This design comes from an exercise in tuning for small area, a short achievable clock period and few clock cycles per item on the open sky130 flow, not from production work.
In this exercise RTL edits were held to simulation tests only and were not proved equivalent to the original.
Power and IR drop assume default switching activity.

==> flow/design.v <==
module esp3_codec (
    input  wire        clk,
    input  wire        rst,
    input  wire        teach_en,
    input  wire [31:0] local_addr,
    input  wire        in_valid,
    input  wire [7:0]  in_data,
    output wire        in_ready,
    output wire        res_valid,
    input  wire        res_ready,
    output wire [1:0]  res_status,
    output wire [1:0]  res_tag,
    output wire [7:0]  res_type,
    output wire [15:0] res_dlen,
    output wire [7:0]  res_olen,
    output wire [63:0] res_head,
    output wire [31:0] res_sender,
    output wire [7:0]  res_rstatus,
    output wire [31:0] res_dest,
    output wire        res_resp,
    output wire        tx_valid,
    input  wire        tx_ready,
    output reg  [7:0]  tx_data,
    output wire        tx_last
);
    localparam [2:0] S_HUNT = 3'd0,   
                     S_HDR  = 3'd1,   
                     S_HCRC = 3'd2,   
                     S_BODY = 3'd3,   
                     S_DCRC = 3'd4,   
                     S_DONE = 3'd5;   
    localparam [1:0] ST_OK = 2'd0, ST_CRC_MISMATCH = 2'd3;
    localparam [1:0] TAG_GENERIC = 2'd0, TAG_RADIO = 2'd1,
                     TAG_UTE = 2'd2, TAG_BS4 = 2'd3;
    function [7:0] crc8;
        input [7:0] c;
        input [7:0] b;
        integer k;
        reg [7:0] x;
        begin
            x = c ^ b;
            for (k = 0; k < 8; k = k + 1)
                x = x[7] ? ((x << 1) ^ 8'h07) : (x << 1);
            crc8 = x;
        end
    endfunction
    reg [2:0]  state;
    reg [1:0]  hcnt;
    reg [15:0] dlen;
    reg [7:0]  olen;
    reg [7:0]  ptype;
    reg [7:0]  crc;
    reg        hdr_ok;
    reg [16:0] cnt;
    reg [7:0]  head [0:7];
    reg [7:0]  win  [0:4];
    reg [7:0]  dest [0:3];
    reg [1:0]  status;
    reg        resp;
    reg [31:0] la;
    reg        res_pend;
    reg        tx_busy;
    reg [4:0]  tx_idx;
    reg [7:0]  tx_crc;
    wire take = in_valid && in_ready;
    wire [16:0] body_len = {1'b0, dlen} + {9'd0, olen};
    wire is_radio = (ptype == 8'h01);
    wire is_ute   = is_radio && (dlen >= 16'd1) && (head[0] == 8'hD4);
    wire is_bs4   = is_radio && (dlen >= 16'd5) && (head[0] == 8'hA5) && !head[4][3];
    wire [1:0] tag = !is_radio ? TAG_GENERIC :
                     is_ute    ? TAG_UTE :
                     is_bs4    ? TAG_BS4 : TAG_RADIO;
    wire has_sender = (dlen >= 16'd6);
    wire want_resp = teach_en &&
                     ((is_ute && dlen == 16'd13) || (is_bs4 && dlen == 16'd10));
    assign in_ready = (state != S_DONE);
    always @(posedge clk) begin
        if (rst) begin
            state    <= S_HUNT;
            res_pend <= 1'b0;
            tx_busy  <= 1'b0;
            tx_idx   <= 5'd0;
            tx_crc   <= 8'd0;
        end else begin
            case (state)
            S_HUNT: if (take && in_data == 8'h55) begin
                state  <= S_HDR;
                hcnt   <= 2'd0;
                crc    <= 8'd0;
                head[0] <= 8'd0; head[1] <= 8'd0; head[2] <= 8'd0; head[3] <= 8'd0;
                head[4] <= 8'd0; head[5] <= 8'd0; head[6] <= 8'd0; head[7] <= 8'd0;
            end
            S_HDR: if (take) begin
                crc  <= crc8(crc, in_data);
                hcnt <= hcnt + 2'd1;
                case (hcnt)
                2'd0: dlen[15:8] <= in_data;
                2'd1: dlen[7:0]  <= in_data;
                2'd2: olen       <= in_data;
                default: ptype   <= in_data;
                endcase
                if (hcnt == 2'd3)
                    state <= S_HCRC;
            end
            S_HCRC: if (take) begin
                hdr_ok <= (in_data == crc);
                crc    <= 8'd0;
                cnt    <= 17'd0;
                state  <= (body_len == 17'd0) ? S_DCRC : S_BODY;
            end
            S_BODY: if (take) begin
                crc <= crc8(crc, in_data);
                cnt <= cnt + 17'd1;
                if (cnt < {1'b0, dlen}) begin
                    if (cnt < 17'd8)
                        head[cnt[2:0]] <= in_data;
                    win[0] <= win[1]; win[1] <= win[2]; win[2] <= win[3];
                    win[3] <= win[4]; win[4] <= in_data;
                end else begin
                    case (cnt - {1'b0, dlen})
                    17'd1: dest[0] <= in_data;
                    17'd2: dest[1] <= in_data;
                    17'd3: dest[2] <= in_data;
                    17'd4: dest[3] <= in_data;
                    default: ;
                    endcase
                end
                if (cnt == body_len - 17'd1)
                    state <= S_DCRC;
            end
            S_DCRC: if (take) begin
                state    <= S_DONE;
                res_pend <= 1'b1;
                if (hdr_ok && in_data == crc) begin
                    status  <= ST_OK;
                    resp    <= want_resp;
                    tx_busy <= want_resp;
                end else begin
                    status  <= ST_CRC_MISMATCH;
                    resp    <= 1'b0;
                    tx_busy <= 1'b0;
                end
                la     <= local_addr;
                tx_idx <= 5'd0;
                tx_crc <= 8'd0;
            end
            default: begin  
                if (res_pend && res_ready)
                    res_pend <= 1'b0;
                if (tx_busy && tx_ready) begin
                    tx_idx <= tx_idx + 5'd1;
                    if (tx_idx >= 5'd6)
                        tx_crc <= crc8(tx_crc, tx_data);
                    if (tx_last)
                        tx_busy <= 1'b0;
                end
                if ((!res_pend || res_ready) && (!tx_busy || (tx_ready && tx_last)))
                    state <= S_HUNT;
            end
            endcase
        end
    end
    assign res_valid   = (state == S_DONE) && res_pend;
    assign res_status  = status;
    assign res_tag     = tag;
    assign res_type    = ptype;
    assign res_dlen    = dlen;
    assign res_olen    = olen;
    assign res_head    = {head[0], head[1], head[2], head[3],
                          head[4], head[5], head[6], head[7]};
    assign res_sender  = has_sender ? {win[0], win[1], win[2], win[3]} : 32'd0;
    assign res_rstatus = has_sender ? win[4] : 8'd0;
    assign res_dest    = (olen >= 8'd5) ? {dest[0], dest[1], dest[2], dest[3]}
                                        : 32'hFFFF_FFFF;
    assign res_resp    = resp;
    wire       tx_ute = (head[0] == 8'hD4);
    assign tx_valid = (state == S_DONE) && tx_busy;
    assign tx_last  = tx_ute ? (tx_idx == 5'd26) : (tx_idx == 5'd23);
    always @(*) begin
        tx_data = 8'h00;
        if (tx_ute) begin
            case (tx_idx)
            5'd0:  tx_data = 8'h55;
            5'd1:  tx_data = 8'h00;
            5'd2:  tx_data = 8'h0D;
            5'd3:  tx_data = 8'h07;
            5'd4:  tx_data = 8'h01;
            5'd5:  tx_data = 8'hFD;
            5'd6:  tx_data = 8'hD4;
            5'd7:  tx_data = 8'h91;
            5'd8:  tx_data = head[2];
            5'd9:  tx_data = head[3];
            5'd10: tx_data = head[4];
            5'd11: tx_data = head[5];
            5'd12: tx_data = head[6];
            5'd13: tx_data = head[7];
            5'd14: tx_data = la[31:24];
            5'd15: tx_data = la[23:16];
            5'd16: tx_data = la[15:8];
            5'd17: tx_data = la[7:0];
            5'd18: tx_data = 8'h00;
            5'd19: tx_data = 8'h03;
            5'd20: tx_data = win[0];
            5'd21: tx_data = win[1];
            5'd22: tx_data = win[2];
            5'd23: tx_data = win[3];
            5'd24: tx_data = 8'hFF;
            5'd25: tx_data = 8'h00;
            default: tx_data = tx_crc;
            endcase
        end else begin
            case (tx_idx)
            5'd0:  tx_data = 8'h55;
            5'd1:  tx_data = 8'h00;
            5'd2:  tx_data = 8'h0A;
            5'd3:  tx_data = 8'h07;
            5'd4:  tx_data = 8'h01;
            5'd5:  tx_data = 8'hEB;
            5'd6:  tx_data = 8'hA5;
            5'd7:  tx_data = head[1];
            5'd8:  tx_data = head[2];
            5'd9:  tx_data = head[3];
            5'd10: tx_data = 8'hF0;
            5'd11: tx_data = la[31:24];
            5'd12: tx_data = la[23:16];
            5'd13: tx_data = la[15:8];
            5'd14: tx_data = la[7:0];
            5'd15: tx_data = 8'h00;
            5'd16: tx_data = 8'h03;
            5'd17: tx_data = win[0];
            5'd18: tx_data = win[1];
            5'd19: tx_data = win[2];
            5'd20: tx_data = win[3];
            5'd21: tx_data = 8'hFF;
            5'd22: tx_data = 8'h00;
            default: tx_data = tx_crc;
            endcase
        end
    end
endmodule
==> flow/run.sh <==
#!/bin/bash
# synth_recipe.tcl (not shown) runs the flow's synth.tcl, then flattens the netlist and writes it again
# the make line also repeats each setting of config.mk as NAME=value (left out here)
make -C /OpenROAD-flow-scripts/flow DESIGN_CONFIG=/design/flow/config.mk WORK_HOME=/design/flow/orfs CLKGATE_MAP_FILE= SYNTH_SCRIPT=/design/flow/synth_recipe.tcl finish
==> flow/config.mk <==
export PLATFORM = sky130hd
export DESIGN_NAME = esp3_codec
export DESIGN_NICKNAME = esp3_codec
export VERILOG_FILES = /design/flow/design.v
export SDC_FILE = /design/flow/constraint.sdc
export NUM_CORES = 4
export LEC_CHECK = 0
export CAP_MARGIN = 20
export CORE_MARGIN = 2
export CORE_UTILIZATION = 40
export SLEW_MARGIN = 20
==> flow/constraint.sdc <==
create_clock -name core_clock -period 6.5 [get_ports {clk}]
set_input_delay 1.3000 -clock core_clock [delete_from_list [all_inputs] [get_ports {clk}]]
set_output_delay 1.3000 -clock core_clock [all_outputs]
set_load 0.01 [all_outputs]
==> results.txt <==
-- worst paths after layout --
| kind | start | to | cells after the start |
|---|---|---|---|
| worst max-delay path | tx_idx[0]$_SDFFE_PP0P_ | tx_data[1] | 10 |
| worst min-delay path | win[4][6]$_DFFE_PP_ | win[3][6]$_DFFE_PP_ | 0 |
| worst max register to register | cnt[0]$_SDFFCE_PN0P_ | dest[3][7]$_DFFE_PP_ | 15 |
| worst min register to register | win[4][6]$_DFFE_PP_ | win[3][6]$_DFFE_PP_ | 0 |
-- cell usage after synthesis (5+ instances only) --
master     count
edfxtp_1     230
and2_1       112
nor2_1        95
nand2_1       71
xnor2_1       56
inv_1         54
a21oi_1       49
o21ai_0       47
a22oi_1       45
clkbuf_1      42
or2_2         42
ha_1          39
nand3_1       31
xor2_1        29
nand4_1       22
nor3_1        19
dfxtp_1       18
nand2b_1      16
nor2b_1       16
a21o_1        15
nor4_1        15
and3_1        14
o21ai_1       13
buf_2         12
a222oi_1      11
nor4bb_1      11
o211ai_1      11
o22ai_1       10
a22o_1         9
a31oi_1        9
a32oi_1        9
and4b_1        7
mux2i_1        7
nor3b_1        7
nor4_2         7
o21a_1         7
a211oi_1       6
a221oi_1       6
o2111ai_1      6
a2111oi_0      5
-- registers in the layout, indices dropped and copies added (netlist names), 5 cells and up --
signal  flops
olen        8
la         32
head       64
tx_crc      8
win        40
tx_idx      5
cnt        17
dest       32
crc         8
ptype       8
dlen       16
-- worst max-delay path, delay by kind of cell (launching register included) --
kind	cells	cell delay [ns]
adders and majority gates	1	0.45
and+or+nand+nor	3	0.84
buffers and inverters	2	0.70
DFF	1	0.42
AOI/OAI and AO/OA	4	1.27
-- cell usage in the layout, fill, tap and decap left out, types with 8 or more instances in the layout --
cell and instances:
nand3_1 31, buf_4 25, nor3_1 19, dfxtp_1 17, a22o_1 9, nor4bb_1 8
a21oi_1 48, and3_1 14, inv_1 54, clkdlybuf4s50_1 230, nand2b_1 16, edfxtp_1 230
a31oi_1 9, and2_1 112, o211ai_1 11, nor2b_1 16, nand2_1 71, nand4_1 22
a21o_1 15, nor2_1 93, or2_2 42, o21ai_0 46, o21ai_1 13, a32oi_1 9
ha_1 39, a222oi_1 11, xor2_1 29, clkbuf_16 29, xnor2_1 56, o22ai_1 10
nor4_1 15, a22oi_1 45
-- through the flow --
| stage | cells | setup WS [ns] | hold slack (ns) | total power, mW | area [µm²] |
|---|---|---|---|---|---|
| after global routing | 2034 | 0.734 | 0.448 | 3.87 | 18200 |
| after CTS | 2034 | 0.935 | 0.437 | 3.78 | 18200 |
| final | 2034 | 0.921 | 0.438 | 3.77 | 18200 |
| after global placement | 1982 | 1.58 | 0.422 | 2.01 | 17100 |
| after floorplan | 1333 | 0.735 | 0.417 | 1.93 | 14400 |
| after detailed placement | 1982 | 1.42 | 0.424 | 2.02 | 17100 |
-- routing by layer --
metal,share of wire,global-route usage,vias up
li1,-,-,5425
met1,0.44,0.378,5893
met2,0.44,0.415,618
met4,0.016,0.0458,0
met5,0,0,-
met3,0.10,0.0791,56
-- cell type report --
type	count	area [µm²]	area share
multi-input combinational	962	6600	0.363
clock inverter	17	289	0.0159
sequential	248	7270	0.400
tap	461	577	0.0317
inverter	56	210	0.0116
clock buffer	35	748	0.0411
timing repair buffer	255	2490	0.137
-- power by group --
group | total [mW] | switching, mW | internal (mW) | leakage (nW)
Clock | 1.78 | 0.676 | 1.10 | 0.508
Combinational | 0.219 | 0.129 | 0.0901 | 3.52
Sequential | 1.77 | 0.0203 | 1.75 | 2.40
-- cell families (layout without fill, tap and decap cells) --
group           after synthesis  after routing  synth area share
compound gates              304            304             0.150
flops                       248            248             0.506
simple gates                519            519             0.207
mux                          13             13            0.0104
fa+ha+maj                    41             41            0.0367
buf+inv                     123            363            0.0392
xor+xnor                     85             85            0.0518
==> flow_summary.yaml <==
pwr:
  powerDensity_mw_per_mm2: 207
  vdd_drop_max_uv: 211
  power.leakage_nw: 6.43
logic_synthesis:
  ys.warnings.count: 3
  yosysTopAreaCell: "edfxtp_1"
  synth.top_cell.area_share: 0.481
  ys_top_cells_by_area: "edfxtp_1, and2_1, xnor2_1"
  synthArstFlopShare: 0
  synth_nets: 1420
  ys_types: 100
  netlist_area_mm2: 0.0144
  ys_ff_latch: 248
  syn_avg_cell_area_um2: 10.8
  synth-edff-count: 230
  ys_seq_area_frac: 0.506
  syn_inst: 1333
  synth_top_flop_cell: "edfxtp_1"
layout:
  syn_to_final_growth_pct: 26.5
  nFillCells: 3164
  finish.net_count: 1639
  diodes: 0
  drive_above_1_share: 0.0992
  fin_util: 0.513
critical_path:
  required_ns: 5.20
  crit_arrival_ns: 4.28
  crit_path_end_kind: "primary output"
  worstSetupPathType: "flop to primary output"
  max_stage_delay_ns: 0.60
  rrSetupSlack_ns: 1.56
  path_cells: "inv_1, ha_1, nor2b_1, a2111o_1, a311oi_1, and2_1, nand2_1, a22o_1, o21ai_0, clkdlybuf4s50_1"
  critPathMaxFanout: 18
  slowest_stage: "clkdlybuf4s50_1"
  startpoint_type: "flop"
floorplan:
  ios: 231
  row_count: 69
  coreArea_mm2: 0.0355
  die-area_mm2: 0.0375
  die_w_um: 194
  dieHeight_um: 194
  initial_core_util: 0.405
routing:
  route.antenna.remaining_nets: 0
  drc: 0
  vias: 12000
  drtIter0Drc: 1308
  firstDrtPassIters: 7
  wl_mm: 52.1
  viasPerCell: 5.90
  drt-wirelength-per-cell_um: 25.6
grt:
  track_usage: 0.268
  grt_antenna_before_repair: 1
  overflow: 0
  grt_max_degree: 45
  grt_pass1_wl_mm: 76.3
  first_global_vias: 11500
timing:
  period_share: 0.858
  finalSetupViolations: 0
  fin_crit_ns: 5.58
  fin_skew_ns: 0.0274
  final_hold_viol_count: 0
  fmax_mhz: 179
  maxSlewHeadroom: 0.167
  tns_ns: 0
  rsz0062_at_grt: "no"
  maxSlewViolCount: 0
  worstMarginPinSlew_ns: 1.23
clock_network:
  clockBufferDepth: 3
  cts_setup_buffers: 0
  path_clk_slew_ns: 0.06
  h-tree-depth: 1
  numCtsBuffers: 29
  cts-root-buf: "clkbuf_16"
  tritoncts: "yes"
  cts_hold_buf: 0
  ctsResizeCount: 0
  clkLatencyLatePin_ns: 0.58
  cts.sinks: 248
placement:
  gp_congestion: 0.927
  hpwl_mm: 39.3
  portBuffers: 230
job:
  cap_violations: 0
status:
  status: "no timing/DRC/antenna violations"
min_path:
  hold_class: "flop to flop"
Testbench counts, summed over its fixed seeds: cycles 75,710, bytes 55,529.

separate check: timing with driven ports:
Ports are ideal in the flow. The routed layout listed here was re-timed in OpenROAD. Step 1: set_driving_cell puts a clkbuf_16 on clk and a buf_2 on each other input, an assumption about the parent block. Step 2 adds t to the input delays and takes it off the output delays; t is the mean of the earliest and latest rising clock arrival at the registers after step 1. Input paths then give back, and output paths get back, about the clock's delay inside the block. Three values: no drivers, after step 1, after step 2; two values: the first two.
t (ns): 0.618
setup slack, ns: 0.921 / 0.867 / 1.405
worst data-port slew with drivers (ns): 0.05
After both steps this run still meets setup and hold. For this run, drivers alone change the setup slack by -0.054 ns; drivers and shift together by +0.484 ns.
